What follows belongs to an exercise in optimizing a design on an open flow for small area and a short achievable clock period; a production flow would make more cautious choices.
Function was checked by simulation only, so behaviour that the tests miss may differ from the original.

## flow/design.v

```verilog
module srve_fc420 (
    input  wire       clk,
    input  wire       rst,
    input  wire [6:0] cfg_w,
    input  wire       in_valid,
    input  wire [7:0] in_r,
    input  wire [7:0] in_g,
    input  wire [7:0] in_b,
    output reg        y_valid,
    output reg  [7:0] y_data,
    output reg        c_valid,
    output reg  [7:0] u_data,
    output reg  [7:0] v_data
);
    localparam HALF_W = 32;      
    reg [5:0] col;
    reg       odd_row;
    always @(posedge clk) begin
        if (rst) begin
            col     <= 6'd0;
            odd_row <= 1'b0;
        end else if (in_valid) begin
            if ({1'b0, col} + 7'd1 == cfg_w) begin
                col     <= 6'd0;
                odd_row <= ~odd_row;
            end else begin
                col <= col + 6'd1;
            end
        end
    end
    reg       s0_valid;
    reg [7:0] s0_r, s0_g, s0_b;
    reg [5:0] s0_col;
    reg       s0_odd;
    always @(posedge clk) begin
        if (rst) s0_valid <= 1'b0;
        else     s0_valid <= in_valid;
        s0_r   <= in_r;
        s0_g   <= in_g;
        s0_b   <= in_b;
        s0_col <= col;
        s0_odd <= odd_row;
    end
    wire [17:0] y1000 = 18'd299 * s0_r + 18'd587 * s0_g + 18'd114 * s0_b;
    wire [22:0] u_pos = 23'd1280000 + 23'd4490 * s0_b;
    wire [22:0] u_neg = 23'd1690 * s0_r + 23'd3310 * s0_g;
    wire [22:0] v_pos = 23'd1280000 + 23'd4990 * s0_r;
    wire [22:0] v_neg = 23'd4180 * s0_g + 23'd813 * s0_b;
    reg        s1_valid;
    reg [17:0] s1_y1000;
    reg [21:0] s1_u, s1_v;       
    reg [5:0]  s1_col;
    reg        s1_odd;
    always @(posedge clk) begin
        if (rst) s1_valid <= 1'b0;
        else     s1_valid <= s0_valid;
        s1_y1000 <= y1000;
        s1_u     <= u_pos - u_neg;
        s1_v     <= v_pos - v_neg;
        s1_col   <= s0_col;
        s1_odd   <= s0_odd;
    end
    reg [21:0] pair_u, pair_v;               
    reg [22:0] line_u [0:HALF_W-1];          
    reg [22:0] line_v [0:HALF_W-1];
    wire [22:0] psum_u = pair_u + s1_u;
    wire [22:0] psum_v = pair_v + s1_v;
    wire [4:0]  blk    = s1_col[5:1];
    reg        s2_valid;
    reg [23:0] s2_su, s2_sv;
    always @(posedge clk) begin
        if (rst) begin
            y_valid  <= 1'b0;
            s2_valid <= 1'b0;
        end else begin
            y_valid  <= s1_valid;
            s2_valid <= s1_valid & s1_col[0] & s1_odd;
        end
        y_data <= s1_y1000 / 18'd1000;
        if (s1_valid && !s1_col[0]) begin
            pair_u <= s1_u;
            pair_v <= s1_v;
        end
        if (s1_valid && s1_col[0] && !s1_odd) begin
            line_u[blk] <= psum_u;
            line_v[blk] <= psum_v;
        end
        s2_su <= line_u[blk] + psum_u;
        s2_sv <= line_v[blk] + psum_v;
    end
    always @(posedge clk) begin
        if (rst) c_valid <= 1'b0;
        else     c_valid <= s2_valid;
        u_data <= s2_su / 24'd40000;
        v_data <= s2_sv / 24'd40000;
    end
endmodule
```

## flow/run.sh

```bash
#!/bin/bash
# synth_recipe.tcl (not shown) runs the flow's synth.tcl, then flattens the netlist and writes it again
# the make line also repeats each setting of config.mk as NAME=value (left out here)
make -C /OpenROAD-flow-scripts/flow DESIGN_CONFIG=/design/flow/config.mk WORK_HOME=/design/flow/orfs CLKGATE_MAP_FILE= SYNTH_SCRIPT=/design/flow/synth_recipe.tcl finish
```

## flow/config.mk

```make
export PLATFORM = sky130hd
export DESIGN_NAME = srve_fc420
export DESIGN_NICKNAME = srve_fc420
export VERILOG_FILES = /design/flow/design.v
export SDC_FILE = /design/flow/constraint.sdc
export NUM_CORES = 4
export LEC_CHECK = 0
export CAP_MARGIN = 20
export CORE_MARGIN = 2
export CORE_UTILIZATION = 40
export SLEW_MARGIN = 20
```

## flow/constraint.sdc

```tcl
create_clock -name core_clock -period 10.0 [get_ports {clk}]
set_input_delay 2.0000 -clock core_clock [delete_from_list [all_inputs] [get_ports {clk}]]
set_output_delay 2.0000 -clock core_clock [all_outputs]
set_load 0.01 [all_outputs]
```

==> results.txt <==
- Antenna Nets Post-Route: 0
- Postcts setup bufs: 0
- Primary FF master, synth: edfxtp_1
- Most common cell after layout, fill and taps aside: edfxtp_1
- Worst Path Arrival: 9.27 ns
- Sequential fraction of the synthesis area: 57.7%
- Met2 Resource Use GR: 35.3%
- Post-synthesis cell area: 83400 um2
- Routed len/inst: 24.6 um
- Ys async rst share: 0%
- Core Area: 207000 um2
- TritonCTS clock tree: built
- CP delay by family, top: compound AO/OA/AOI/OAI gates
- DIE AREA: 212000 um2
- Critical path startpoint category: register
- Worst slew pin tran: 1.06 ns
- Via/cell ratio: 5.60
- GR peak layer: met2
- Final Hold Viols: 0
- Slowest cell on crit path: o41ai_2
- Syn Inst Count: 5542
- Final GP Congestion: 0.840
- Clock root cell: clkbuf_16
- Final setup fails: 0
- Clock slew at reported path FFs: 0.06 ns
- Reg-to-Reg End: y_data[0]$_DFF_P_
- CTS H-tree depth: 4
- Via count: 48460
- Syn-to-layout area delta: 12.8%
- Initial antenna violation count: 3
- Crit. End Element: register
- Layout Nets: 6476
- # port buffers: 59
- First-pass GRT wire length: 317000 um
- Worst R2R Setup Slack: 1.47 ns
- Mapped Avg Cell Area: 15.1 um2
- Crit share post-route: 85.3%
- Buf/Inv on CP: 2
- Crit Path Max Fanout: 11
- Synth Register Bits: 1662
- Max_cap viols: 0
- WP data required: 10.74 ns
- Starting Density: 40.3%
- CP Class: register to register
- Grt total ovfl: 0
- Post-route insts no fill: 8659
- Total wire length: 213000 um
- Number of synthesized flops with an enable pin: 1483
- Post-CTS sizing: 0
- Pre-Repair DR Iteration Count: 5
- Placed Cells: 8333
- Layout cells sized above 1: 15.8%
- Clock skew: 0.0504 ns
- Vias in the first global route: 48709
- GRT met3 Usage: 2.39%
- Reg-to-reg startpoint: s1_y1000[14]$_DFF_P_
- Post-synth net total: 6297
- Largest net degree at the start of global routing: 106
- Die W: 461 um
- Min Tclk post-route: 8.53 ns
- Max Clk Rate: 0.117 GHz
- Hold Crit Class: register to register
- Slew Viols, Final: 0
- Worst-Skew Late Latency: 0.82 ns
- M1 GR Usage: 26.7%
- 1st-iter DRT viols: 4039
- Hpwl dp: 134000 um
- WHS Endpoint: s1_col[3]$_DFF_P_
- Row count: 167
- Worst Hold Depth: 0
- Yosys cell types: 132
- Commonest non-fill, non-tap cells in the layout: 1483 x edfxtp_1, 595 x inv_1, 493 x ha_1
- Setup TNS: 0 ns
- Num CTS Buffers: 174
- GRT Util Overall: 20.1%
- Max clock buf depth: 3
- Worst path max stage delay: 0.95 ns
- IO Count: 60
- Status: complete, no violations
- Clk sinks: 1662
- Residual DRC count: 0
- # hold bufs at CTS: 0
- RSZ-0062 raised after global routing: false
- Synth Warn #: 1
- Die height: 461 um
- Most frequent CP cell: a21oi_1
- Slew HR: 29.3%
- Hold wc startpoint: s0_col[3]$_DFF_P_
- Number of cells on the worst reg-to-reg path: 28
==> through the flow <==
| step | util, % | area (um2) | hold WS (ns) | setup WS, ns |
|---|---|---|---|---|
| after floorplan | - | 83400 | 0.310 | 2.75 |
| after global placement | 42.6 | 88400 | 0.313 | 1.51 |
| final | 45.4 | 94100 | 0.325 | 1.47 |
| after CTS | 45.4 | 94100 | 0.327 | 1.43 |
| after global routing | 45.4 | 94100 | 0.328 | 0.556 |
| after detailed placement | 42.6 | 88400 | 0.314 | 1.47 |
==> layer usage <==
layer	wire length, um	part of all wire, %
met1	88600	42
met2	108000	51
met3	12600	5.9
met4	4420	2.1
met5	0	0
==> state kept, by name (all words and copies together), names as in the netlist, 15 cells and up <==
signal and flops:
s1_u 21, s2_sv 24, pair_u 21, line_v 736
s2_su 23, s1_v 22, s1_y1000 15, pair_v 22
line_u 704
==> worst max path at each step <==
stage,startpoint,end,cells after the start
global placement,s1_y1000[12]$_DFF_P_,y_data[0]$_DFF_P_,28
detailed placement,s1_y1000[14]$_DFF_P_,y_data[0]$_DFF_P_,28
finish,s1_y1000[14]$_DFF_P_,y_data[0]$_DFF_P_,28
floorplan,s0_g[2]$_DFF_P_,s1_v[21]$_DFF_P_,30
global route,s1_y1000[14]$_DFF_P_,y_data[0]$_DFF_P_,28
CTS,s1_y1000[14]$_DFF_P_,y_data[0]$_DFF_P_,28
==> cells in the mapped netlist, types with 55 or more instances <==
cell / instances / area (um2)
edfxtp_1: 1483 / 44500
inv_1: 595 / 2230
ha_1: 493 / 6170
mux4_2: 360 / 8110
a21oi_1: 228 / 1140
fa_1: 228 / 4560
xnor2_1: 219 / 1920
nor2_1: 186 / 698
dfxtp_1: 179 / 3580
o22ai_1: 160 / 1000
o21ai_0: 142 / 711
clkbuf_1: 112 / 420
nand2_1: 109 / 409
o21bai_1: 88 / 661
xor2_1: 59 / 517
nor4_1: 55 / 344
==> logic make-up after synthesis <==
| group | synth area share [%] |
|---|---|
| adders and majority gates | 13.0 |
| DFF | 57.7 |
| xor gates and xnor gates | 3.05 |
| muxes | 10.1 |
| buffers and inverters | 3.61 |
| and+or+nand+nor | 4.29 |
| AOI/OAI and AO/OA | 8.32 |
==> cell type report <==
cell class / count / area, um2
flip-flops and latches: 1662 / 48100
repair buffers: 186 / 1640
clock buffers: 222 / 4590
multi-input cells: 3093 / 32900
inverters: 604 / 2270
diodes: 3 / 7.51
clock inverters: 101 / 1110
well taps: 2788 / 3490
fillers: 18222 / 113000

what the ideal ports hide:
The results above use ideal ports. As a check the final layout listed here was re-extracted and re-timed, cells and wires unchanged.
Step 1 assumes that a clkbuf_16 drives the clock port and a buf_2 every other input.
Step 2, shift: input delay + t, output delay - t, t = (earliest + latest rising clock arrival at the registers) / 2. This alone moves slack from input paths to output paths.
a / b / c = no drivers / after step 1 / after step 2; a / b = the first two.
t, ns: 0.879
setup WS [ns]: 1.468 / 1.468 / 1.468
worst register clock-pin slew, ns: 0.07 / 0.07
After both steps this run still meets setup and hold. For this run, drivers alone change the setup slack by 0.000 ns; drivers and shift together by 0.000 ns.
